This design comes from an exercise in tuning for a short achievable clock period and few clock cycles per item on the open sky130 flow, not from production work.
Where RTL was checked, it was by simulation tests only, not by an equivalence proof against the original.
Only the layout flow was run in run 2; the RTL was not checked for function there.
Power figures rest on the tool's default switching activity, not on a simulated workload.

File: design/flow/config.mk
export PLATFORM = sky130hd
export DESIGN_NAME = trinket_core
export DESIGN_NICKNAME = trinket_core
export VERILOG_FILES = /design/flow/design.v
export SDC_FILE = /design/flow/constraint.sdc
export NUM_CORES = 4
export LEC_CHECK = 0
export CAP_MARGIN = 20
export CORE_MARGIN = 2
export CORE_UTILIZATION = 40
export PLACE_DENSITY = 0.6
export SETUP_SLACK_MARGIN = 4.5
export SLEW_MARGIN = 20
File: design/flow/constraint.sdc
create_clock -name core_clock -period 8.0 [get_ports {clk}]
set_input_delay 1.6000 -clock core_clock [delete_from_list [all_inputs] [get_ports {clk}]]
set_output_delay 1.6000 -clock core_clock [all_outputs]
set_load 0.01 [all_outputs]
File: design/flow/design.v
module trinket_core (
    input  wire        clk,
    input  wire        rst,           
    input  wire        cmd_valid,
    input  wire [2:0]  cmd_op,
    input  wire [15:0] cmd_arg,
    output wire        cmd_ready,
    output wire [15:0] imem_addr,
    input  wire [15:0] imem_rdata,
    output wire [15:0] dmem_addr,
    output wire        dmem_we,
    output wire [15:0] dmem_wdata,
    input  wire [15:0] dmem_rdata,
    input  wire [2:0]  dbg_sel,
    output wire [15:0] dbg_data,
    output wire [15:0] pc_out,
    output wire        bp_hit
);
    localparam CMD_STEP   = 3'd0;
    localparam CMD_RUN    = 3'd1;
    localparam CMD_SETPC  = 3'd2;
    localparam CMD_ADDBP  = 3'd3;
    localparam CMD_DELBP  = 3'd4;
    localparam CMD_CLRREG = 3'd5;
    localparam OP_ADD  = 3'd0;
    localparam OP_ADDI = 3'd1;
    localparam OP_NAND = 3'd2;
    localparam OP_LUI  = 3'd3;
    localparam OP_SW   = 3'd4;
    localparam OP_LW   = 3'd5;
    localparam OP_BEQ  = 3'd6;
    localparam OP_JALR = 3'd7;
    localparam NBP = 4;
    reg  [15:0] regs [1:7];
    reg  [15:0] xpc;           
    reg  [15:0] fpc;           
    reg         rdy;           
    reg         busy;          
    reg         xv;            
    reg         hold;          
    reg  [15:0] ir_hold;
    reg  [15:0] ticks_left;
    reg         use_bp;
    reg         hit;
    reg  [15:0] bp_addr  [0:NBP-1];
    reg         bp_valid [0:NBP-1];
    reg  [15:0] m_addr;
    reg  [15:0] m_wdata;
    reg         m_we;
    reg         ld1;           
    reg  [2:0]  rd1;
    reg         ld2;           
    reg  [2:0]  rd2;
    integer i;
    wire [15:0] rf [0:7];
    assign rf[0] = 16'd0;
    genvar g;
    generate
        for (g = 1; g < 8; g = g + 1) begin : g_rf
            assign rf[g] = (ld2 && rd2 == g) ? dmem_rdata : regs[g];
        end
    endgenerate
    wire [15:0] w_in   = imem_rdata;
    wire        j_in   = (w_in[15:13] == OP_JALR) &&
                         !(w_in[12:10] == w_in[9:7] && w_in[12:10] != 3'd0);
    wire        j_h    = (ir_hold[15:13] == OP_JALR) &&
                         !(ir_hold[12:10] == ir_hold[9:7] && ir_hold[12:10] != 3'd0);
    wire        jsel_in = xv && !hold && j_in;
    wire        jsel_h  = xv && hold && j_h;
    assign imem_addr = jsel_in ? rf[w_in[9:7]] :
                       jsel_h  ? rf[ir_hold[9:7]] : fpc;
    wire [15:0] w      = hold ? ir_hold : imem_rdata;
    wire [2:0]  opcode = w[15:13];
    wire [2:0]  ra     = w[12:10];
    wire [2:0]  rb     = w[9:7];
    wire [2:0]  rc     = w[2:0];
    wire [15:0] imm7   = {9'd0, w[6:0]};
    wire [15:0] imm10s = {w[9:0], 6'd0};
    wire [15:0] xa = rf[ra];
    wire [15:0] xb = rf[rb];
    wire [15:0] xc = rf[rc];
    wire [15:0] ea = xb + imm7;
    reg         uses_rd1;
    always @(*) begin
        case (opcode)
            OP_ADD, OP_NAND:        uses_rd1 = (rb == rd1) || (rc == rd1);
            OP_ADDI, OP_LW, OP_JALR: uses_rd1 = (rb == rd1);
            OP_SW, OP_BEQ:          uses_rd1 = (ra == rd1) || (rb == rd1);
            default:                uses_rd1 = 1'b0;
        endcase
    end
    wire stall = ld1 && uses_rd1;
    wire smc_self = m_we && (m_addr == xpc);
    wire exec = busy && xv && !stall && !smc_self;
    reg         wr_en;
    reg  [15:0] wr_data;
    reg  [15:0] next_pc;
    reg         seq;        
    always @(*) begin
        wr_en   = 1'b0;
        wr_data = 16'd0;
        next_pc = fpc;
        seq     = 1'b1;
        case (opcode)
            OP_ADD:  begin wr_en = 1'b1; wr_data = xb + xc; end
            OP_ADDI: begin wr_en = 1'b1; wr_data = ea; end
            OP_NAND: begin wr_en = 1'b1; wr_data = ~(xb & xc); end
            OP_LUI:  begin wr_en = 1'b1; wr_data = imm10s; end
            OP_SW:   ;
            OP_LW:   ;
            OP_BEQ:  if (xa == xb) begin next_pc = fpc + imm7; seq = 1'b0; end
            OP_JALR: begin
                wr_en   = 1'b1;
                wr_data = fpc;
                if (!(ra == rb && ra != 3'd0)) next_pc = xb;
            end
        endcase
    end
    function automatic bp_match(input [15:0] a);
        integer k;
        begin
            bp_match = 1'b0;
            for (k = 0; k < NBP; k = k + 1)
                if (bp_valid[k] && bp_addr[k] == a) bp_match = 1'b1;
        end
    endfunction
    wire last    = (ticks_left == 16'd1);
    wire stop    = last || (use_bp && bp_match(next_pc));
    wire smc_nxt = m_we && (m_addr == next_pc);
    wire is_lw = (opcode == OP_LW);
    wire is_sw = (opcode == OP_SW);
    wire ld_go = exec && is_lw && ra != 3'd0;
    wire st_go = exec && is_sw && ea[15:13] != 3'b000;
    wire kill1 = exec && (wr_en || is_lw) && ra == rd1;
    reg         bp_present;
    reg         bp_free_found;
    reg  [1:0]  bp_free_idx;
    always @(*) begin
        bp_present    = 1'b0;
        bp_free_found = 1'b0;
        bp_free_idx   = 2'd0;
        for (i = 0; i < NBP; i = i + 1) begin
            if (bp_valid[i] && bp_addr[i] == cmd_arg) bp_present = 1'b1;
            if (!bp_valid[i] && !bp_free_found) begin
                bp_free_found = 1'b1;
                bp_free_idx   = i[1:0];
            end
        end
    end
    wire busy_nxt = busy && !(exec && stop);
    wire ld2_nxt  = ld1 && !kill1;
    wire accept   = rdy && cmd_valid;
    always @(posedge clk) begin
        if (rst) begin
            xpc        <= 16'd0;
            fpc        <= 16'd0;
            rdy        <= 1'b1;
            busy       <= 1'b0;
            xv         <= 1'b0;
            hold       <= 1'b0;
            ir_hold    <= 16'd0;
            ticks_left <= 16'd0;
            use_bp     <= 1'b0;
            hit        <= 1'b0;
            m_addr     <= 16'd0;
            m_wdata    <= 16'd0;
            m_we       <= 1'b0;
            ld1        <= 1'b0;
            rd1        <= 3'd0;
            ld2        <= 1'b0;
            rd2        <= 3'd0;
            for (i = 1; i < 8; i = i + 1) regs[i] <= 16'd0;
            for (i = 0; i < NBP; i = i + 1) begin
                bp_addr[i]  <= 16'd0;
                bp_valid[i] <= 1'b0;
            end
        end else begin
            m_we <= st_go;
            if (exec && (is_lw || is_sw)) begin
                m_addr  <= ea;
                m_wdata <= xa;
            end
            ld1 <= ld_go;
            if (ld_go) rd1 <= ra;
            ld2 <= ld2_nxt;
            rd2 <= rd1;
            if (ld2) regs[rd2] <= dmem_rdata;
            if (exec && wr_en && ra != 3'd0) regs[ra] <= wr_data;
            rdy <= !busy_nxt && !st_go && !ld_go && !ld2_nxt && !(accept &&
                   (cmd_op == CMD_STEP || cmd_op == CMD_RUN) && cmd_arg != 16'd0);
            if (busy) begin
                hold <= 1'b0;
                if (!xv) begin
                    xv  <= 1'b1;
                    fpc <= fpc + 16'd1;
                end else if (stall) begin
                    hold    <= 1'b1;
                    ir_hold <= w;
                end else if (smc_self) begin
                    xv  <= 1'b0;
                    fpc <= xpc;
                end else begin
                    ticks_left <= ticks_left - 16'd1;
                    xpc        <= next_pc;
                    if (stop) begin
                        busy <= 1'b0;
                        xv   <= 1'b0;
                        fpc  <= next_pc;
                        if (use_bp && bp_match(next_pc)) hit <= 1'b1;
                    end else if (smc_nxt || !seq) begin
                        xv  <= 1'b0;
                        fpc <= next_pc;
                    end else begin
                        fpc <= next_pc + 16'd1;
                    end
                end
            end else if (accept) begin
                case (cmd_op)
                    CMD_STEP, CMD_RUN: begin
                        hit        <= 1'b0;
                        use_bp     <= (cmd_op == CMD_RUN);
                        ticks_left <= cmd_arg;
                        if (cmd_arg != 16'd0) begin
                            busy <= 1'b1;
                            xv   <= 1'b1;
                            fpc  <= fpc + 16'd1;
                        end
                    end
                    CMD_SETPC: begin
                        xpc <= cmd_arg;
                        fpc <= cmd_arg;
                    end
                    CMD_ADDBP: if (!bp_present && bp_free_found) begin
                        bp_addr[bp_free_idx]  <= cmd_arg;
                        bp_valid[bp_free_idx] <= 1'b1;
                    end
                    CMD_DELBP: for (i = 0; i < NBP; i = i + 1)
                        if (bp_addr[i] == cmd_arg) bp_valid[i] <= 1'b0;
                    CMD_CLRREG: begin
                        xpc <= 16'd0;
                        fpc <= 16'd0;
                        for (i = 1; i < 8; i = i + 1) regs[i] <= 16'd0;
                    end
                    default: ;
                endcase
            end
        end
    end
    assign cmd_ready  = rdy;
    assign dmem_addr  = m_addr;
    assign dmem_we    = m_we;
    assign dmem_wdata = m_wdata;
    assign dbg_data   = (dbg_sel == 3'd0) ? 16'd0 : regs[dbg_sel];
    assign pc_out     = xpc;
    assign bp_hit     = hit;
endmodule
File: design/flow/run.sh
#!/bin/bash
# synth_recipe.tcl (not shown) runs the flow's synth.tcl, then flattens the netlist and writes it again
# the make line also repeats each setting of config.mk as NAME=value (left out here)
make -C /OpenROAD-flow-scripts/flow DESIGN_CONFIG=/design/flow/config.mk WORK_HOME=/design/flow/orfs CLKGATE_MAP_FILE= SYNTH_SCRIPT=/design/flow/synth_recipe.tcl finish
==> summary.txt, run 1 <==
Worst-path clk slew=60 ps; routability cong.=1.022; 1st-iter DRT viols=4,371; post-route minimum period=6093 ps; Final Max Tran Viols=0; PortBufs=139; initial antenna violation count=6; height of the die=258.4 um; crit path DAT=6620 ps; DP HPWL=91,910 um; global route total overflow=0; row cnt=93; simple-gate share of the synthesized area=20.36%; final hold violations=0; ys flop type=edfxtp_1; Netlist cell types=106; first-pass GRT wire length=200,900 um; Layout fillers=5,403; Clk Latency, worst-skew pair=610 ps; Final setup viols=0; routed wire length=142,200 um; xor/xnor share of the synthesized area=7.222%; post-route clock skew=47.24 ps; period utilization=76.16%; status=timing/DRC/antenna clean; setup_tns=0 ps; Post-Synth Adder-Cell Area=1.876%; CTS tree=done; PD cells=141.3 nW/um2; TritonCTS buffer count=38; CTS max path bufs=3; Initial Util=40.30%; Final nets=3,726; measured slew at the worst slew-check pin=1111 ps; crit-path max cell delay=620 ps; Post-synth EDFFs=176; H-tree levels=2; worst min-delay path category=reg -> reg; crit path max-delay cell type=or4_4; area grow syn2layout=49.00%; fmax=164.1 MHz; Avg Inst Size Synth=8.139 um2; Power Total=5.450 mW; max-cap violations=0; DR vias=30,790; largest net degree at the start of global routing=50; Pre-antenna DRT Iters=9; WL per Instance=31.48 um; post-synthesis mux area share=11.87%; RSZ-0062 raised after global routing=true; # IOs=140; Post-Synthesis Cell Area=25,880 um2; Peak VDD IR=0.0001244 V; CTS Root Cell=clkbuf_16; Top cell by count, worst path=buf_12; Post-Syn Nets=3,274; Async SR Flop Fraction=0%; Worst setup SP type=input port; largest family of logic cells by synthesized area=compound AO/OA/AOI/OAI gates; Post-route DRC=0; Sink Count=291; worst path required time=8520 ps; cts hold-fix bufs=0; Setup CP Type=in -> reg; Die W=258.4 um; Synth Area in Compound Gates=23.65%; remaining antenna violation count=0; crit-path cells=buf_4 -> nor2b_4 -> a2bb2oi_4 -> buf_12 -> buf_12 -> o22ai_1 -> a21oi_1 -> a21oi_2 -> xnor2_4 -> nand4_4 -> or4_4 -> buf_12 -> o211ai_1 -> nand2_2 -> a2111o_1 -> nor4_2 -> and4_1 -> o41a_1 -> buf_6 -> buf_16 -> nor2_4 -> or3_1 -> a31oi_1; yosys warns=1; post-DR vias/cell=6.817; core area=64,230 um2; Rel. slew slack=25.82%; Seq/Total Area, Yosys=29.31%; leakage power=13.99 nW; Die Area=66,760 um2; CP Capture Type=flop; GRT Util Overall=40.64%; number of synthesized register bits=291; share of layout cells above drive strength 1=37.55%; number of global-route vias before repair=28,960; crit path max fanout=21; Mapped Cells=3,180
==> per-layer routing <==
layer  GRT usage, %  vias to the layer above  part of all wire [%]
li1               -                    12820                     -
met1          54.72                    15010                    39
met2          59.29                     2406                    42
met3          11.82                      549                    13
met4          20.36                       10                   5.8
met5              0                        -                 0.064
==> registers in the layout, summed over array words and instances, names as in the netlist, 3 cells and up <==
name	flops
ir_hold	16
rd1	3
ticks_left	16
fpc	16
regs	112
m_wdata	16
m_addr	16
xpc	16
rd2	3
bp_valid	4
bp_addr	64
==> where the power goes <==
group          total [mW]  internal, mW  switching [mW]  leakage [nW]
combinational        1.95         0.817            1.13          10.6
clock                1.77          1.02           0.759         0.599
sequential           1.73          1.64          0.0855          2.76
total                5.45          3.48            1.97          14.0
==> through the flow <==
stage	worst slack (ps)	std cells	cell area [um2]	hold WS, ps	utilization [%]
after detailed placement	374.7	4045	29350	456.9	45.70
after global routing	1821	4514	38560	492.4	60.04
after global placement	439.4	4044	29340	450.8	45.68
after floorplan	1872	3180	27640	454.4	-
after CTS	2034	4433	36520	469.6	56.86
final	1907	4516	38570	470.1	60.04
==> kinds of logic (layout without fill, tap and decap cells) <==
family,count (synthesis),after routing
XOR/XNOR,210,210
flip-flops,291,291
buffers and inverters,346,816
multiplexers,237,238
AND/OR/NAND/NOR,1120,1127
adder cells (fa/ha/maj),37,37
other,0,2
AO/OA/AOI/OAI,939,940
==> final cells by class <==
class | count | area (um2) | share of cell area [%]
inverter | 80 | 330.3 | 0.8565
multi-input combinational | 2552 | 21230 | 55.04
tap | 855 | 1070 | 2.774
clock inverter | 18 | 195.2 | 0.5061
antenna | 2 | 5.005 | 0.01298
clock buffer | 49 | 1033 | 2.680
sequential | 291 | 7597 | 19.70
timing repair buffer | 668 | 7102 | 18.41
timing repair inverter | 1 | 8.758 | 0.02271
==> cells in the final DEF, fill, tap and decap left out, drive strengths merged, types with 39 or more instances in the layout <==
cell,count
inv,85
buf,581
mux4,39
clkdlybuf4s50,55
nor2,320
xnor2,153
o21ai,206
a22oi,40
nand2,371
a211oi,76
mux2,46
xor2,57
o22ai,134
mux2i,153
nor3,103
clkbuf,65
nand3,88
edfxtp,176
dfxtp,115
a22o,42
a21oi,221
==> synthesized netlist by cell type, types with 15 or more instances <==
cell type	n	area share (%)
buf_6	15	0.65
nand4_1	34	0.82
mux2i_2	21	1.1
mux2i_1	127	4.9
o22ai_1	132	3.2
dfxtp_1	115	8.9
buf_2	26	0.50
nor3_1	97	1.9
nand2b_1	17	0.41
or3_1	27	0.65
a22o_1	42	1.4
a221oi_1	28	0.95
buf_1	21	0.30
and3_1	17	0.41
a211oi_1	75	2.2
o211ai_1	28	0.81
ha_1	34	1.6
nor4_1	36	0.87
xor2_1	57	1.9
and2_1	28	0.68
mux4_2	39	3.4
nand3_1	85	1.6
inv_1	77	1.1
nand2_1	371	5.4
a31oi_1	29	0.70
xnor2_1	149	5.0
a22oi_1	39	1.1
a21oi_1	218	4.2
nor2_1	314	4.6
nor2b_1	15	0.36
clkbuf_1	197	2.9
edfxtp_1	176	20
mux2_2	41	1.8
o21ai_0	189	3.7
==> repair_timing <==
item | in CTS | in global routing
setup buffers | 295 | 75
cloned | 26 | 6
gates resized for setup | 948 | 265
pin swaps | 162 | 175
setup endpoints to repair | 496 | 470
==> critical path: cells and delay by family <==
kind / cells / cell delay, ps
AND/OR/NAND/NOR: 8 / 1970
AO/OA/AOI/OAI: 8 / 1840
buffers and inverters: 6 / 910
XOR/XNOR: 1 / 250
==> path summary, 6_finish.rpt <==
| check | startpoint | to | slack, ps | cells past startpoint |
|---|---|---|---|---|
| setup / recovery | imem_rdata[10] | fpc[2] | 1910 | 23 |
| hold / removal | m_wdata[1] | m_wdata[1] | 470 | 2 |
| setup reg to reg | rd2[2] | fpc[2] | 2090 | 21 |
| hold reg to reg | m_wdata[1] | m_wdata[1] | 470 | 2 |
Testbench counts, summed over its fixed seeds: cycles 347,055, ticks 326,838.
==> inputs of run 2 (changes only) <==
--- a/design/flow/design.v
+++ b/design/flow/design.v
@@ -38,6 +38,7 @@
     reg         busy;          
     reg         xv;            
     reg         hold;          
+    reg         pchk;          
     reg  [15:0] ir_hold;
     reg  [15:0] ticks_left;
     reg         use_bp;
@@ -60,15 +61,25 @@
             assign rf[g] = (ld2 && rd2 == g) ? dmem_rdata : regs[g];
         end
     endgenerate
-    wire [15:0] w_in   = imem_rdata;
-    wire        j_in   = (w_in[15:13] == OP_JALR) &&
-                         !(w_in[12:10] == w_in[9:7] && w_in[12:10] != 3'd0);
-    wire        j_h    = (ir_hold[15:13] == OP_JALR) &&
-                         !(ir_hold[12:10] == ir_hold[9:7] && ir_hold[12:10] != 3'd0);
-    wire        jsel_in = xv && !hold && j_in;
-    wire        jsel_h  = xv && hold && j_h;
-    assign imem_addr = jsel_in ? rf[w_in[9:7]] :
-                       jsel_h  ? rf[ir_hold[9:7]] : fpc;
+    wire [15:0] w_in    = imem_rdata;
+    wire        jsel_in = xv && !hold && (w_in[15:13] == OP_JALR) &&
+                          !(w_in[12:10] == w_in[9:7] && w_in[12:10] != 3'd0);
+    wire [15:0] rr [0:7];
+    assign rr[0] = 16'd0;
+    generate
+        for (g = 1; g < 8; g = g + 1) begin : g_rr
+            assign rr[g] = regs[g];
+        end
+    endgenerate
+    assign imem_addr = jsel_in ? rr[w_in[9:7]] : fpc;
+    wire [15:0] rr1 [0:7];       
+    wire [7:0]  rr_smc;          
+    generate
+        for (g = 0; g < 8; g = g + 1) begin : g_rr1
+            assign rr1[g]    = rr[g] + 16'd1;
+            assign rr_smc[g] = (m_addr == rr[g]);
+        end
+    endgenerate
     wire [15:0] w      = hold ? ir_hold : imem_rdata;
     wire [2:0]  opcode = w[15:13];
     wire [2:0]  ra     = w[12:10];
@@ -83,24 +94,36 @@
     reg         uses_rd1;
     always @(*) begin
         case (opcode)
-            OP_ADD, OP_NAND:        uses_rd1 = (rb == rd1) || (rc == rd1);
+            OP_ADD, OP_NAND:         uses_rd1 = (rb == rd1) || (rc == rd1);
             OP_ADDI, OP_LW, OP_JALR: uses_rd1 = (rb == rd1);
-            OP_SW, OP_BEQ:          uses_rd1 = (ra == rd1) || (rb == rd1);
-            default:                uses_rd1 = 1'b0;
+            OP_SW, OP_BEQ:           uses_rd1 = (ra == rd1) || (rb == rd1);
+            default:                 uses_rd1 = 1'b0;
         endcase
     end
     wire stall = ld1 && uses_rd1;
+    function automatic bp_match(input [15:0] a);
+        integer k;
+        begin
+            bp_match = 1'b0;
+            for (k = 0; k < NBP; k = k + 1)
+                if (bp_valid[k] && bp_addr[k] == a) bp_match = 1'b1;
+        end
+    endfunction
+    wire bpc = pchk && use_bp && bp_match(xpc);
     wire smc_self = m_we && (m_addr == xpc);
-    wire exec = busy && xv && !stall && !smc_self;
+    wire exec = busy && xv && !stall && !smc_self && !bpc;
+    wire        j_nd    = (opcode == OP_JALR) && !(ra == rb && ra != 3'd0);
+    wire        j_fast  = j_nd && !hold && !(ld2 && rd2 == rb);
+    wire        beq_tk  = (opcode == OP_BEQ) && (xa == xb);
+    wire        smc_nxt = m_we && (j_fast ? rr_smc[rb] : (m_addr == fpc));
+    wire        redir   = beq_tk || (j_nd && !j_fast) || smc_nxt;
     reg         wr_en;
     reg  [15:0] wr_data;
     reg  [15:0] next_pc;
-    reg         seq;        
     always @(*) begin
         wr_en   = 1'b0;
         wr_data = 16'd0;
         next_pc = fpc;
-        seq     = 1'b1;
         case (opcode)
             OP_ADD:  begin wr_en = 1'b1; wr_data = xb + xc; end
             OP_ADDI: begin wr_en = 1'b1; wr_data = ea; end
@@ -108,7 +131,7 @@
             OP_LUI:  begin wr_en = 1'b1; wr_data = imm10s; end
             OP_SW:   ;
             OP_LW:   ;
-            OP_BEQ:  if (xa == xb) begin next_pc = fpc + imm7; seq = 1'b0; end
+            OP_BEQ:  if (xa == xb) next_pc = fpc + imm7;
             OP_JALR: begin
                 wr_en   = 1'b1;
                 wr_data = fpc;
@@ -116,17 +139,7 @@
             end
         endcase
     end
-    function automatic bp_match(input [15:0] a);
-        integer k;
-        begin
-            bp_match = 1'b0;
-            for (k = 0; k < NBP; k = k + 1)
-                if (bp_valid[k] && bp_addr[k] == a) bp_match = 1'b1;
-        end
-    endfunction
-    wire last    = (ticks_left == 16'd1);
-    wire stop    = last || (use_bp && bp_match(next_pc));
-    wire smc_nxt = m_we && (m_addr == next_pc);
+    wire last = (ticks_left == 16'd1);
     wire is_lw = (opcode == OP_LW);
     wire is_sw = (opcode == OP_SW);
     wire ld_go = exec && is_lw && ra != 3'd0;
@@ -147,9 +160,11 @@
             end
         end
     end
-    wire busy_nxt = busy && !(exec && stop);
+    wire busy_nxt = busy && !(exec && last) && !bpc;
     wire ld2_nxt  = ld1 && !kill1;
     wire accept   = rdy && cmd_valid;
+    wire start    = accept && (cmd_op == CMD_STEP || cmd_op == CMD_RUN) &&
+                    cmd_arg != 16'd0;
     always @(posedge clk) begin
         if (rst) begin
             xpc        <= 16'd0;
@@ -159,6 +174,7 @@
             xv         <= 1'b0;
             hold       <= 1'b0;
             ir_hold    <= 16'd0;
+            pchk       <= 1'b0;
             ticks_left <= 16'd0;
             use_bp     <= 1'b0;
             hit        <= 1'b0;
@@ -186,11 +202,17 @@
             rd2 <= rd1;
             if (ld2) regs[rd2] <= dmem_rdata;
             if (exec && wr_en && ra != 3'd0) regs[ra] <= wr_data;
-            rdy <= !busy_nxt && !st_go && !ld_go && !ld2_nxt && !(accept &&
-                   (cmd_op == CMD_STEP || cmd_op == CMD_RUN) && cmd_arg != 16'd0);
+            rdy  <= !busy_nxt && !(exec && (is_sw || is_lw)) && !ld2_nxt && !start;
+            pchk <= exec;
+            if (!busy && bpc) hit <= 1'b1;
             if (busy) begin
                 hold <= 1'b0;
-                if (!xv) begin
+                if (bpc) begin
+                    busy <= 1'b0;
+                    hit  <= 1'b1;
+                    xv   <= 1'b0;
+                    fpc  <= xpc;
+                end else if (!xv) begin
                     xv  <= 1'b1;
                     fpc <= fpc + 16'd1;
                 end else if (stall) begin
@@ -202,16 +224,17 @@
                 end else begin
                     ticks_left <= ticks_left - 16'd1;
                     xpc        <= next_pc;
-                    if (stop) begin
+                    if (last) begin
                         busy <= 1'b0;
                         xv   <= 1'b0;
                         fpc  <= next_pc;
-                        if (use_bp && bp_match(next_pc)) hit <= 1'b1;
-                    end else if (smc_nxt || !seq) begin
+                    end else if (redir) begin
                         xv  <= 1'b0;
                         fpc <= next_pc;
+                    end else if (j_fast) begin
+                        fpc <= rr1[rb];
                     end else begin
-                        fpc <= next_pc + 16'd1;
+                        fpc <= fpc + 16'd1;
                     end
                 end
             end else if (accept) begin
@@ -252,5 +275,5 @@
     assign dmem_wdata = m_wdata;
     assign dbg_data   = (dbg_sel == 3'd0) ? 16'd0 : regs[dbg_sel];
     assign pc_out     = xpc;
-    assign bp_hit     = hit;
+    assign bp_hit     = hit || bpc;
 endmodule
==> run 2 against run 1 <==
Worst setup slack gained 680 ps. Clock skew fell by 7.0 ps. Design area increased by 3.9%. Area after synthesis is 3.3% higher. Hold slack gained 8.1 ps. Register-to-register slack better by 560 ps. Routed wire length rose by 26%. Sequential power grew 9%. Critical path depth is 2 higher. Critical path type unchanged. Still clean on timing, DRC and antenna. Count of clock-buffer cells in the layout down 4.
==> summary.txt, run 2 <==
max-cap violations=0 (unchanged); final hold violations=0 (unchanged); top cells by count, synth=nand2_1, o21ai_0, xnor2_1 (was nand2_1, nor2_1, a21oi_1); Most Crowded Layer GR=met2 (unchanged); worst path required time=8330 ps (was 8520 ps); number of global-route vias before repair=30,710 (was 28,960); post-synthesis mux area share=9.408% (was 11.87%); max FFs per register=112 (unchanged); Seq/Total Area, Yosys=28.44% (was 29.31%); Layout fillers=5,512 (was 5,403); largest family of logic cells by synthesized area=compound AO/OA/AOI/OAI gates (unchanged); worst min-delay path startpoint=m_addr[11] (was m_wdata[1]); Avg Inst Size Synth=8.102 um2 (was 8.139 um2); Final setup viols=0 (unchanged); leakage power=14.67 nW (was 13.99 nW); DR vias=33,810 (was 30,790); initial antenna violation count=7 (was 6); CTS Root Cell=clkbuf_16 (unchanged); WL per Instance=38.41 um (was 31.48 um); Pre-antenna DRT Iters=9 (unchanged); PortBufs=139 (unchanged); status=timing/DRC/antenna clean (unchanged); crit-path max cell delay=420 ps (was 620 ps); CTS tree=done (unchanged); RSZ-0062 raised after global routing=true (unchanged); Biggest register=regs (unchanged); Die Area=68,950 um2 (was 66,760 um2); post-DR vias/cell=7.222 (was 6.817); core area=65,980 um2 (was 64,230 um2); number of synthesized register bits=292 (was 291); routed wire length=179,800 um (was 142,200 um); Clk Latency, worst-skew pair=580 ps (was 610 ps); remaining antenna violation count=0 (unchanged); ys flop type=edfxtp_1 (unchanged); fmax=184.6 MHz (was 164.1 MHz); worst min-delay path category=reg -> reg (unchanged); Final nets=3,866 (was 3,726); routability cong.=1.092 (was 1.022); # IOs=140 (unchanged); Post-Synth Adder-Cell Area=1.815% (was 1.876%); multi-input logic area=21,540 um2 (was 21,230 um2); most frequent cell after synthesis=nand2_1 (unchanged); Post-route DRC=0 (unchanged); Final Max Tran Viols=0 (unchanged); xor/xnor share of the synthesized area=11.79% (was 7.222%); Yosys top cell by area=edfxtp_1 (unchanged); most common cell after layout, fill and taps aside=buf_4 (was nand2_1); GRT Util Overall=49.31% (was 40.64%); Critical R2R Launch=rd2[1] (was rd2[2]); register area=7672 um2 (was 7597 um2); Post-synth EDFFs=176 (unchanged); Die W=262.6 um (was 258.4 um); non-filler cells, final=4,682 (was 4,516); largest registers=regs: 112 flops, bp_addr: 64 flops (unchanged); CP top delay family=compound AO/OA/AOI/OAI gates (was simple AND/OR/NAND/NOR gates); Sink Count=292 (was 291); Initial Util=40.53% (was 40.30%); setup_tns=0 ps (unchanged); flop2flop setup slack=2650 ps (was 2090 ps); placed cells=4,148 (was 4,045); Mapped Cells=3,301 (was 3,180); Post-Syn Nets=3,395 (was 3,274); 1st-iter DRT viols=5,217 (was 4,371); crit path max fanout=7 (was 21); cts hold-fix bufs=0 (unchanged); PD cells=135.1 nW/um2 (was 141.3 nW/um2); Worst setup SP type=input port (unchanged); share of layout cells above drive strength 1=38.97% (was 37.55%); DP HPWL=115,200 um (was 91,910 um); most frequent cells in the layout=buf_4, nand2_1, xnor2_1 (was nand2_1, buf_4, nor2_1); Setup CP Type=in -> reg (unchanged); measured slew at the worst slew-check pin=1267 ps (was 1111 ps); post-route minimum period=5416 ps (was 6093 ps); Top cell by count, worst path=a21oi_2 (was buf_12); top cell type's share of synthesized area=19.76% (was 20.42%); Worst-path clk slew=60 ps (about the same); CP Capture Type=flop (unchanged); post-route clock skew=40.19 ps (was 47.24 ps); synth top area cells=edfxtp_1, dfxtp_1, xnor2_1 (was edfxtp_1, dfxtp_1, nand2_1); Async SR Flop Fraction=0% (unchanged); area grow syn2layout=49.87% (was 49.00%); simple-gate share of the synthesized area=19.17% (was 20.36%); H-tree levels=2 (unchanged); TritonCTS buffer count=35 (was 38); Synth Area in Compound Gates=23.27% (was 23.65%); crit path max-delay cell type=o41a_1 (was or4_4); met1 usage=60.82% (was 54.72%); CTS max path bufs=3 (unchanged); global route total overflow=0 (unchanged); crit path DAT=5750 ps (was 6620 ps); height of the die=262.6 um (was 258.4 um); largest net degree at the start of global routing=50 (unchanged); first-pass GRT wire length=242,000 um (was 200,900 um); GRT met3 Usage=21.72% (was 11.82%); Peak VDD IR=0.0001642 V (was 0.0001244 V); row cnt=94 (was 93); Netlist cell types=102 (was 106); Crit path buffers/inverters=6 (unchanged); met2 GRT Util=68.64% (was 59.29%); Post-Synthesis Cell Area=26,740 um2 (was 25,880 um2); yosys warns=1 (unchanged); Critical Path Source=imem_rdata[2] (was imem_rdata[10]); period utilization=67.71% (was 76.16%); Rel. slew slack=15.45% (was 25.82%)
-- run 2: metal layers --
metal | vias to the layer above | routed length (um)
li1 | 13280 | -
met1 | 16560 | 65010
met4 | 17 | 16780
met2 | 3039 | 70450
met3 | 925 | 27040
met5 | - | 555
-- run 2: worst paths after layout --
check                end  depth (start not counted)
min reg2reg   m_addr[11]                          2
max reg2reg  regs[4][15]                         25
max          regs[4][15]                         25
min           m_addr[11]                          2
-- run 2: cells by family (layout without fill, tap and decap cells) --
kind of cell,count (synthesis),in the layout
AO/OA/AOI/OAI,974,974
XOR/XNOR,360,360
adder cells (fa/ha/maj),37,37
buffers and inverters,368,856
flip-flops,292,292
multiplexers,204,206
other,0,20
AND/OR/NAND/NOR,1066,1073
-- run 2: final cells by class --
class	instances	share of cell area, %
well taps	864	2.697
inverters	59	0.6087
clock inverters	18	0.4495
diodes	20	0.1249
repair inverters	1	0.009365
multi-input cells	2650	53.74
flip-flops and latches	292	19.14
clock buffers	45	2.329
repair buffers	733	20.90
-- run 2: what timing repair did --
item	4_1_cts	5_1_grt
endpoints found under the setup margin	515	493
gates resized for setup	907	471
cloned	45	15
buffers inserted	273	118
pin swaps	220	233
-- run 2: tightest hold or removal path: cells and delay by family, from the launching register on --
family / cells / cell delay (ps)
compound gates: 1 / 50
flops: 1 / 330
simple gates: 1 / 60
-- run 2: power by group --
group          switching (mW)  total (mW)  leakage (nW)  internal [mW]
Sequential              0.232        1.88          2.78           1.65
Combinational            1.12        1.92          11.3          0.800
Clock                   0.711        1.61         0.542          0.899
Total                    2.07        5.42          14.7           3.35
-- run 2: per-stage QoR --
stage	setup WS (ps)	util, %	hold WS [ps]	total power [mW]	cell area [um2]
after global routing	2461	60.67	503.9	5.498	40030
final	2584	60.75	478.2	5.416	40080
after global placement	832.0	45.60	443.6	3.227	30090
after floorplan	2547	-	427.3	2.646	28530
after detailed placement	731.7	45.62	448.5	3.235	30100
after CTS	2725	56.71	467.0	5.131	37420

what the ideal ports hide:
In the flow no input, the clock included, has a driving cell. The finished layouts below were timed again as built, in two steps.
Step 1: set_driving_cell puts a clkbuf_16 on clk and a buf_2 on each other input, an assumption about the parent block.
Step 2 adds t to the input delays and takes it off the output delays; t is the mean of the earliest and latest rising clock arrival at the registers after step 1. Input paths then give back, and output paths get back, about the clock's delay inside the block.
Slacks: no drivers / after step 1 / after step 2; pairs: no drivers / after step 1.
| run | t (ns) | slack for setup (ns) | pins driven straight from the clock port |
|---|---|---|---|
| run 1 | 0.650 | 1.907 / 1.916 / 1.266 | 1 |
| run 2 | 0.628 | 2.584 / 2.536 / 1.979 | 1 |
After both steps every run listed still meets setup and hold. The setup slack of run 1, which loses most, moves by +0.009 ns with the drivers and by -0.641 ns with both steps.
